Background: an optimization exercise with open tools, aiming at small area, a short achievable clock period and few clock cycles per item. Do not read the settings as production practice.
Function not checked in this run: the RTL went through the layout flow alone.
Power is estimated from default activity; no workload was simulated.

### design/flow/run.sh
#!/bin/bash
# synth_recipe.tcl (not shown) runs the flow's synth.tcl, then flattens the netlist and writes it again
# the make line also repeats each setting of config.mk as NAME=value (left out here)
make -C /OpenROAD-flow-scripts/flow DESIGN_CONFIG=/design/flow/config.mk WORK_HOME=/design/flow/orfs CLKGATE_MAP_FILE= SYNTH_SCRIPT=/design/flow/synth_recipe.tcl finish
### design/flow/config.mk
export PLATFORM = sky130hd
export DESIGN_NAME = hash_stream
export DESIGN_NICKNAME = hash_stream
export VERILOG_FILES = /design/flow/design.v
export SDC_FILE = /design/flow/constraint.sdc
export NUM_CORES = 4
export LEC_CHECK = 0
export CAP_MARGIN = 20
export CORE_MARGIN = 2
export CORE_UTILIZATION = 30
export PLACE_DENSITY = 0.5
export SLEW_MARGIN = 35
### design/flow/constraint.sdc
create_clock -name core_clock -period 12.0 [get_ports {clk}]
set_input_delay 2.4000 -clock core_clock [delete_from_list [all_inputs] [get_ports {clk}]]
set_output_delay 2.4000 -clock core_clock [all_outputs]
set_load 0.01 [all_outputs]
### design/flow/design.v
module hash_stream (
    input  wire         clk,
    input  wire         rst,         
    input  wire         in_valid,
    output wire         in_ready,
    input  wire [31:0]  in_data,     
    input  wire         in_last,     
    input  wire [2:0]   in_nbytes,   
    input  wire         in_alg,      
    output reg          out_valid,   
    output wire [159:0] out_digest   
);
    reg [31:0] W [0:15];
    reg [31:0] A, B, C, D, P;
    reg [31:0] H0, H1, H2, H3, H4;
    reg        act;          
    reg [6:0]  k;            
    reg        alg;          
    reg        oalg;         
    reg        first;        
    reg        msg_end;      
    reg        mark_done;    
    reg        len_blk;      
    reg        fin;          
    reg        fin_last;     
    reg [3:0]  rc;           
    reg [15:0] L;            
    function [31:0] bswap(input [31:0] x);
        bswap = {x[7:0], x[15:8], x[23:16], x[31:24]};
    endfunction
    function [31:0] rotl(input [31:0] x, input integer n);
        rotl = (x << n) | (x >> (32 - n));
    endfunction
    function [31:0] last_word(input [31:0] d, input [2:0] nb);
        case (nb)
            3'd0: last_word = 32'h00000080;
            3'd1: last_word = {16'h0000, 8'h80, d[7:0]};
            3'd2: last_word = {8'h00, 8'h80, d[15:0]};
            3'd3: last_word = {8'h80, d[23:0]};
            default: last_word = d;
        endcase
    endfunction
    function [31:0] md5_t(input [5:0] i);
        case (i)
            6'd0:  md5_t = 32'hD76AA478; 6'd1:  md5_t = 32'hE8C7B756;
            6'd2:  md5_t = 32'h242070DB; 6'd3:  md5_t = 32'hC1BDCEEE;
            6'd4:  md5_t = 32'hF57C0FAF; 6'd5:  md5_t = 32'h4787C62A;
            6'd6:  md5_t = 32'hA8304613; 6'd7:  md5_t = 32'hFD469501;
            6'd8:  md5_t = 32'h698098D8; 6'd9:  md5_t = 32'h8B44F7AF;
            6'd10: md5_t = 32'hFFFF5BB1; 6'd11: md5_t = 32'h895CD7BE;
            6'd12: md5_t = 32'h6B901122; 6'd13: md5_t = 32'hFD987193;
            6'd14: md5_t = 32'hA679438E; 6'd15: md5_t = 32'h49B40821;
            6'd16: md5_t = 32'hF61E2562; 6'd17: md5_t = 32'hC040B340;
            6'd18: md5_t = 32'h265E5A51; 6'd19: md5_t = 32'hE9B6C7AA;
            6'd20: md5_t = 32'hD62F105D; 6'd21: md5_t = 32'h02441453;
            6'd22: md5_t = 32'hD8A1E681; 6'd23: md5_t = 32'hE7D3FBC8;
            6'd24: md5_t = 32'h21E1CDE6; 6'd25: md5_t = 32'hC33707D6;
            6'd26: md5_t = 32'hF4D50D87; 6'd27: md5_t = 32'h455A14ED;
            6'd28: md5_t = 32'hA9E3E905; 6'd29: md5_t = 32'hFCEFA3F8;
            6'd30: md5_t = 32'h676F02D9; 6'd31: md5_t = 32'h8D2A4C8A;
            6'd32: md5_t = 32'hFFFA3942; 6'd33: md5_t = 32'h8771F681;
            6'd34: md5_t = 32'h6D9D6122; 6'd35: md5_t = 32'hFDE5380C;
            6'd36: md5_t = 32'hA4BEEA44; 6'd37: md5_t = 32'h4BDECFA9;
            6'd38: md5_t = 32'hF6BB4B60; 6'd39: md5_t = 32'hBEBFBC70;
            6'd40: md5_t = 32'h289B7EC6; 6'd41: md5_t = 32'hEAA127FA;
            6'd42: md5_t = 32'hD4EF3085; 6'd43: md5_t = 32'h04881D05;
            6'd44: md5_t = 32'hD9D4D039; 6'd45: md5_t = 32'hE6DB99E5;
            6'd46: md5_t = 32'h1FA27CF8; 6'd47: md5_t = 32'hC4AC5665;
            6'd48: md5_t = 32'hF4292244; 6'd49: md5_t = 32'h432AFF97;
            6'd50: md5_t = 32'hAB9423A7; 6'd51: md5_t = 32'hFC93A039;
            6'd52: md5_t = 32'h655B59C3; 6'd53: md5_t = 32'h8F0CCC92;
            6'd54: md5_t = 32'hFFEFF47D; 6'd55: md5_t = 32'h85845DD1;
            6'd56: md5_t = 32'h6FA87E4F; 6'd57: md5_t = 32'hFE2CE6E0;
            6'd58: md5_t = 32'hA3014314; 6'd59: md5_t = 32'h4E0811A1;
            6'd60: md5_t = 32'hF7537E82; 6'd61: md5_t = 32'hBD3AF235;
            6'd62: md5_t = 32'h2AD7D2BB; default: md5_t = 32'hEB86D391;
        endcase
    endfunction
    wire        at_end   = act && (alg ? (k == 7'd80) : (k == 7'd64));
    wire        absorb   = act && (k <= 7'd14);       
    wire        prep     = act && (k == 7'd0);
    wire        aligned  = (rc == 4'd0);
    wire        need_in  = absorb && !msg_end;
    wire        pad_blk  = msg_end && !len_blk;       
    assign in_ready = !act || (at_end && !pad_blk) || (need_in && aligned);
    wire        acc      = in_valid && in_ready;
    wire        adv      = absorb ? (aligned && (msg_end || in_valid)) : act;
    wire        push_pad = (absorb && msg_end) || (at_end && pad_blk);
    wire        push0    = (acc && !absorb) || (at_end && pad_blk);
    wire        new_msg  = acc && !absorb && msg_end;
    wire [3:0]  q        = absorb ? k[3:0] + 4'd1 : 4'd0;    
    wire [18:0] lbits = {L, 3'b000};
    reg  [31:0] pad_word;
    always @(*) begin
        if (!mark_done)
            pad_word = 32'h00000080;
        else if (len_blk && q == 4'd14)
            pad_word = alg ? 32'd0 : {13'd0, lbits};
        else if (len_blk && q == 4'd15)
            pad_word = alg ? bswap({13'd0, lbits}) : 32'd0;
        else
            pad_word = 32'd0;
    end
    wire [6:0] t = k - 7'd1;             
    reg [31:0] f, kc;
    always @(*) begin
        if (t < 7'd20)      f = (B & C) | (~B & D);
        else if (t < 7'd40) f = B ^ C ^ D;
        else if (t < 7'd60) f = (B & C) | (B & D) | (C & D);
        else                f = B ^ C ^ D;
    end
    wire [31:0] sha_a = rotl(A, 5) + f + P;
    reg [31:0] g;
    always @(*) begin
        case (t[5:4])
            2'd0: g = (A & B) | (~A & C);
            2'd1: g = (A & C) | (B & ~C);
            2'd2: g = A ^ B ^ C;
            default: g = B ^ (A | ~C);
        endcase
    end
    wire [31:0] md5_s = g + P;
    reg  [31:0] md5_r;
    always @(*) begin
        case ({t[5:4], t[1:0]})
            4'h0: md5_r = rotl(md5_s, 7);  4'h1: md5_r = rotl(md5_s, 12);
            4'h2: md5_r = rotl(md5_s, 17); 4'h3: md5_r = rotl(md5_s, 22);
            4'h4: md5_r = rotl(md5_s, 5);  4'h5: md5_r = rotl(md5_s, 9);
            4'h6: md5_r = rotl(md5_s, 14); 4'h7: md5_r = rotl(md5_s, 20);
            4'h8: md5_r = rotl(md5_s, 4);  4'h9: md5_r = rotl(md5_s, 11);
            4'hA: md5_r = rotl(md5_s, 16); 4'hB: md5_r = rotl(md5_s, 23);
            4'hC: md5_r = rotl(md5_s, 6);  4'hD: md5_r = rotl(md5_s, 10);
            4'hE: md5_r = rotl(md5_s, 15); default: md5_r = rotl(md5_s, 21);
        endcase
    end
    wire [31:0] md5_a = A + md5_r;
    wire [31:0] a_new = alg ? sha_a : md5_a;
    wire [31:0] c_new = alg ? rotl(B, 30) : B;
    reg [3:0] rpos;
    always @(*) begin
        if (alg) rpos = 4'd15;
        else case (k[5:4])
            2'd0: rpos = 4'd15;
            2'd1: rpos = {k[1:0], 2'b00};
            2'd2: rpos = {k[2:0], 1'b0} + 4'd4;
            default: rpos = {k[1:0], 2'b00} + {k[2:0], 1'b0} - 4'd1;
        endcase
    end
    wire [31:0] wsel = alg ? bswap(W[15]) : W[rpos];    
    always @(*) begin
        if (k < 7'd20)      kc = 32'h5A827999;
        else if (k < 7'd40) kc = 32'h6ED9EBA1;
        else if (k < 7'd60) kc = 32'h8F1BBCDC;
        else                kc = 32'hCA62C1D6;
    end
    wire [31:0] kconst = alg ? kc : md5_t(k[5:0]);
    wire [31:0] iv0 = alg ? 32'h67452301 : 32'hEFCDAB89;
    wire [31:0] iv1 = alg ? 32'hEFCDAB89 : 32'h98BADCFE;
    wire [31:0] iv2 = alg ? 32'h98BADCFE : 32'h10325476;
    wire [31:0] iv3 = alg ? 32'h10325476 : 32'h67452301;
    wire [31:0] iv4 = 32'hC3D2E1F0;
    wire [31:0] h0_sum = H0 + A;
    wire [31:0] h0_cur = fin ? h0_sum : H0;
    wire [31:0] e0     = first ? (alg ? iv4 : 32'h67452301) : (alg ? H4 : H3);
    wire [31:0] p_x    = prep ? e0 : (alg ? D : C);
    wire [31:0] p_new  = p_x + wsel + kconst;
    wire [31:0] w_new = bswap(rotl(bswap(W[13] ^ W[8] ^ W[2] ^ W[0]), 1));
    reg [31:0] w_in;
    always @(*) begin
        if (acc)
            w_in = in_last ? last_word(in_data, in_nbytes) : in_data;
        else if (push_pad)
            w_in = pad_word;
        else if (act && alg && k >= 7'd15 && !at_end)
            w_in = w_new;
        else
            w_in = W[0];
    end
    integer n;
    always @(posedge clk) begin
        for (n = 0; n < 15; n = n + 1)
            W[n] <= W[n+1];
        W[15] <= w_in;
    end
    always @(posedge clk) begin
        if (prep) begin
            A <= first ? iv0 : h0_cur;
            B <= first ? iv1 : H1;
            C <= first ? iv2 : H2;
            D <= first ? iv3 : H3;
        end else if (act && adv) begin
            A <= a_new;
            B <= A;
            C <= c_new;
            D <= C;
        end
        if (prep || adv)
            P <= p_new;
        if (at_end) begin
            H1 <= H1 + A;
            H2 <= H2 + c_new;
            H3 <= H3 + C;
            H4 <= H4 + D;
        end else if (act && first && k == 7'd1) begin
            H1 <= iv1;
            H2 <= iv2;
            H3 <= iv3;
            H4 <= iv4;
        end
        if (fin)
            H0 <= h0_sum;
        else if (act && first && k == 7'd1)
            H0 <= iv0;
    end
    always @(posedge clk) begin
        if (rst) begin
            act       <= 1'b0;
            k         <= 7'd0;
            msg_end   <= 1'b1;
            fin       <= 1'b0;
            fin_last  <= 1'b0;
            out_valid <= 1'b0;
            rc        <= 4'd0;
        end else begin
            out_valid <= fin && fin_last;
            fin       <= at_end;
            if (at_end) begin
                fin_last <= msg_end && len_blk;
                oalg     <= alg;
            end
            if (!aligned || (need_in && !in_valid))
                rc <= rc + 4'd1;
            if (push0) begin
                act <= 1'b1;
                k   <= 7'd0;
            end else if (at_end) begin
                act <= 1'b0;
            end else if (act && adv) begin
                k <= k + 7'd1;
            end
            if (acc) begin
                if (new_msg) begin
                    alg   <= in_alg;
                    first <= 1'b1;
                    L     <= in_last ? {13'd0, in_nbytes} : 16'd4;
                end else begin
                    L     <= L + (in_last ? {13'd0, in_nbytes} : 16'd4);
                end
                msg_end   <= in_last;
                mark_done <= in_last && (in_nbytes != 3'd4);
                len_blk   <= in_last && (in_nbytes != 3'd4) && (q <= 4'd13);
            end else if (push_pad) begin
                if (!mark_done) begin
                    mark_done <= 1'b1;
                    len_blk   <= (q <= 4'd13);
                end else if (q == 4'd0) begin
                    len_blk   <= 1'b1;
                end
            end
            if (push0 && !new_msg)
                first <= 1'b0;
        end
    end
    assign out_digest = oalg ? {bswap(H4), bswap(H3), bswap(H2), bswap(H1), bswap(H0)}
                             : {32'd0, H2, H1, H0, H3};
endmodule
==> impl_metrics.toml <==
[worst_setup_path]
critical_path.slowest_cell = "xnor2_1"
worst_flop_to_flop_path_startpoint = "k[0]$_SDFFE_PP0P_"
reg2reg_slack_ns = 1.50
critical-path-max-stage-delay_ns = 0.71
r2r-end = "A[31]$_DFFE_PP_"
crit_required_ns = 12.46
ff2ff_path_depth = 34
critical_path.max_fanout = 130
most_frequent_cell_on_the_critical_path = "o21ai_0"
cp.arrival_ns = 10.97
sort_of_element_at_the_end_of_the_critical_path = "flip-flop"
start_kind = "flip-flop"
critical_path_class = "flip-flop to flip-flop"

[pwr]
totalPowerFinal_mw = 22.2
p_per_area_nw_per_um2 = 325
worst_vdd_ir_mv = 0.263
cellLeakagePower_nw = 25.9

[yosys]
syn-cell-area_sq_um = 59300
post-synth-top-count-cell = "nand2_1"
synth.cells.most_frequent = "621 x nand2_1, 594 x a21oi_1, 560 x dfxtp_1, 519 x nor2_1, 507 x o21ai_0"
yosysUniqueCellTypes = 89
synth.avg_cell_area_sq_um = 8.88
synth_seq_area_share_pct = 36.1
netlist.area_leader.share_pct = 18.9
netlist_top_cells_area = "dfxtp_1 19%, edfxtp_1 17%, ha_1 6.7%"
synth_top_flop_cell = "dfxtp_1"
synth_edf_count = 341
ys_warn_count = 2
yosys.area.top_type = "dfxtp_1"
syn-num-nets = 7148
postSynthRegisterBits = 901
ys_async_sr_fraction_pct = 0
post_synth_inst_count = 6684

[grt]
largest_net_degree_at_the_start_of_global_routing = 131
grt_pass1_wl_um = 385000
number_of_antenna_violations_at_the_first_check_in_global_routing = 19
gr-usage-all-layers_pct = 25.7
first_global_vias = 52100
grt_residual_overflow = 0

[finish]
final_standard_cell_count_with_taps_included_and_fillers_excluded = 9456
fillers = 20400
register_area_sq_um = 21500
synthToLayoutAreaGrowth_pct = 14.9
multiInputGateArea_sq_um = 35600
final_net_count = 7190
fraction_of_layout_cells_with_a_size_suffix_above_1_pct = 8.97
layout.core_utilization_pct = 34.6

[sta]
final-setup-viol-count = 0
report.final.hold_viol_count = 0
timing.final.crit_share_pct = 87.5
fmaxAchievable_mhz = 95.2
finalMaxSlewViolations = 0
setup_total_negative_slack_ns = 0
worst_slew_pin_slew_ns = 1.06
rsz_0062_raised_after_global_routing = "no"
max-slew-margin-rel_pct = 29.6
clock-skew-final_ns = 0.0603
min_period_ns = 10.50

[min_path]
worst_hold_startpoint = "W[4][12]$_DFF_P_"
worstHoldPathCells = 0
hold_path_end = "W[3][12]$_DFF_P_"
min-delay-path-class = "flip-flop to flip-flop"

[cts]
cts_tree = "done"
worst_skew_pair.late_latency_ns = 0.77
cts_made_buffers = 99
cts_resized = 0
cts_max_level = 3
clock-root-buffer = "clkbuf_16"
cts.path.max_buffers = 3
clkSinkCount = 901
post_cts_hold_buffer_count = 0
cts.repair_timing.setup_buffer_count = 0
cts.reportedPaths.clkPinSlew_ns = 0.06

[flow_run]
maxCapViolations = 0

[detailed_routing]
vias = 55600
first_pass_iteration_count_of_the_detailed_router = 7
post_route_drc_violation_count = 0
drt-wirelength-per-cell_um = 28.6
routed_via_count_divided_by_cell_count = 5.88
detailedRoute.firstIterationViolations = 7636
drt_wl_total_um = 271000
ant_nets = 0

[floorplan]
initial_utilization_pct = 30.1
core_sq_um = 197000
core.rowCount = 163
dieArea_sq_um = 201000
boundaryPins = 202
die_span_y_um = 449
die_w_um = 449

[placed_design]
gp_routability_congestion = 0.995
hpwl_um = 197000
dp.cells = 9263
io_buffer_count = 201

[run_status]
status = "no timing/DRC/antenna violations"
-- cells in the final DEF (no fill, tap or decap), drive strengths merged, types with 59 or more instances in the layout --
cell type        n
nand2b          67
a21oi          594
xor2           118
nand2          621
nand3          119
o21ai          530
nor3            65
a22o            68
mux2i           59
a211oi          85
nor2           519
a22oi          143
a21o           139
o22ai           81
inv            275
xnor2          333
buf            162
mux2           198
edfxtp         341
a221oi         139
ha             320
clkbuf         144
fa             104
dfxtp          560
clkdlybuf4s50  201
-- how the worst max path moves through the flow --
stage                      start         endpoint  slack (ns)  depth (start not counted)
6_report       k[0]$_SDFFE_PP0P_  A[31]$_DFFE_PP_        1.50                         34
5_1_grt        k[0]$_SDFFE_PP0P_  A[31]$_DFFE_PP_        0.80                         35
4_1_cts        k[0]$_SDFFE_PP0P_  A[31]$_DFFE_PP_        1.73                         34
3_5_place_dp   k[0]$_SDFFE_PP0P_  A[31]$_DFFE_PP_        1.86                         34
3_3_place_gp   k[0]$_SDFFE_PP0P_  A[31]$_DFFE_PP_        2.10                         35
2_1_floorplan  k[0]$_SDFFE_PP0P_  A[25]$_DFFE_PP_        2.78                         38
-- area by class of cell --
| class | instances | area share (%) |
|---|---|---|
| Clock buffer | 144 | 4.27 |
| Clock inverter | 35 | 0.822 |
| Antenna cell | 12 | 0.0440 |
| Inverter | 275 | 1.52 |
| Multi-Input combinational cell | 5086 | 52.2 |
| Timing Repair Buffer | 363 | 4.85 |
| Sequential cell | 901 | 31.5 |
| Tap cell | 2640 | 4.84 |
-- power by group --
group | switching, mW | internal [mW]
sequential | 0.731 | 3.86
combinational | 9.25 | 5.03
clock | 1.39 | 1.89
-- flip-flops by register name, summed over array words and instances, names as in the netlist, 4 cells and up --
name                                               flops
H3                                                    32
A                                                     32
W                                                    512
rc                                                     4
H4                                                    32
md5_t$func$/design/flow/design.v:156$5491.$result     32
H2                                                    32
C                                                     32
H0                                                    32
k                                                      7
P                                                     32
B                                                     32
D                                                     32
H1                                                    32
L                                                     16
-- logic make-up (layout without fill, tap and decap cells) --
family          Yosys count  in the layout  share of synthesized area, %
compound gates         2286           2286                          25.1
simple gates           1667           1667                          12.5
flops                   901            901                          36.1
buf+inv                 697            817                          4.49
xor+xnor                452            452                          6.71
fa+ha+maj               424            424                          10.3
mux                     257            257                          4.75
other cells               0             12                             0
-- worst max-delay path: cells and delay by family, from the launching register on --
family	cells	cell delay [ns]
flops	1	0.48
buf+inv	2	0.76
xor+xnor	3	1.08
mux	1	0.12
compound gates	18	4.81
simple gates	7	1.68
fa+ha+maj	3	1.12
-- layer usage --
metal / up-vias / track usage [%] / wire length (um) / share of wire [%]
met5: - / 0 / 48 / 0.018
met4: 8 / 9.77 / 11000 / 4.1
met3: 534 / 4.63 / 24400 / 9.0
met2: 2944 / 39.1 / 117000 / 43
met1: 27400 / 36.1 / 118000 / 44
li1: 24700 / - / - / -
-- per-stage QoR --
| step | hold slack, ns | instance area [sq um] | worst slack [ns] |
|---|---|---|---|
| after global placement | 0.333 | 64500 | 2.10 |
| after CTS | 0.343 | 68100 | 1.73 |
| final | 0.345 | 68200 | 1.50 |
| after global routing | 0.352 | 68200 | 0.799 |
| after detailed placement | 0.336 | 64600 | 1.86 |
| after floorplan | 0.331 | 59300 | 2.78 |

==> separate check: timing with driven ports <==
No port has a modelled driver above. Below, the same layout with a new extraction and two added sets of constraints. Step 1 assumes that a clkbuf_16 drives the clock port and a buf_2 every other input. Step 2 also shifts input and output timing later by t, the mid clock arrival at the registers, as if the neighbouring blocks saw the same clock. a / b / c = ideal / step 1 / step 2; a / b = the first two.
shift t [ns]: 0.835
setup WS [ns]: 1.498 / 1.498 / 1.498
worst data-port slew with drivers (ns): 0.04
After both steps this run still meets setup and hold. The setup slack of this run moves by 0.000 ns with the drivers and by 0.000 ns with both steps.
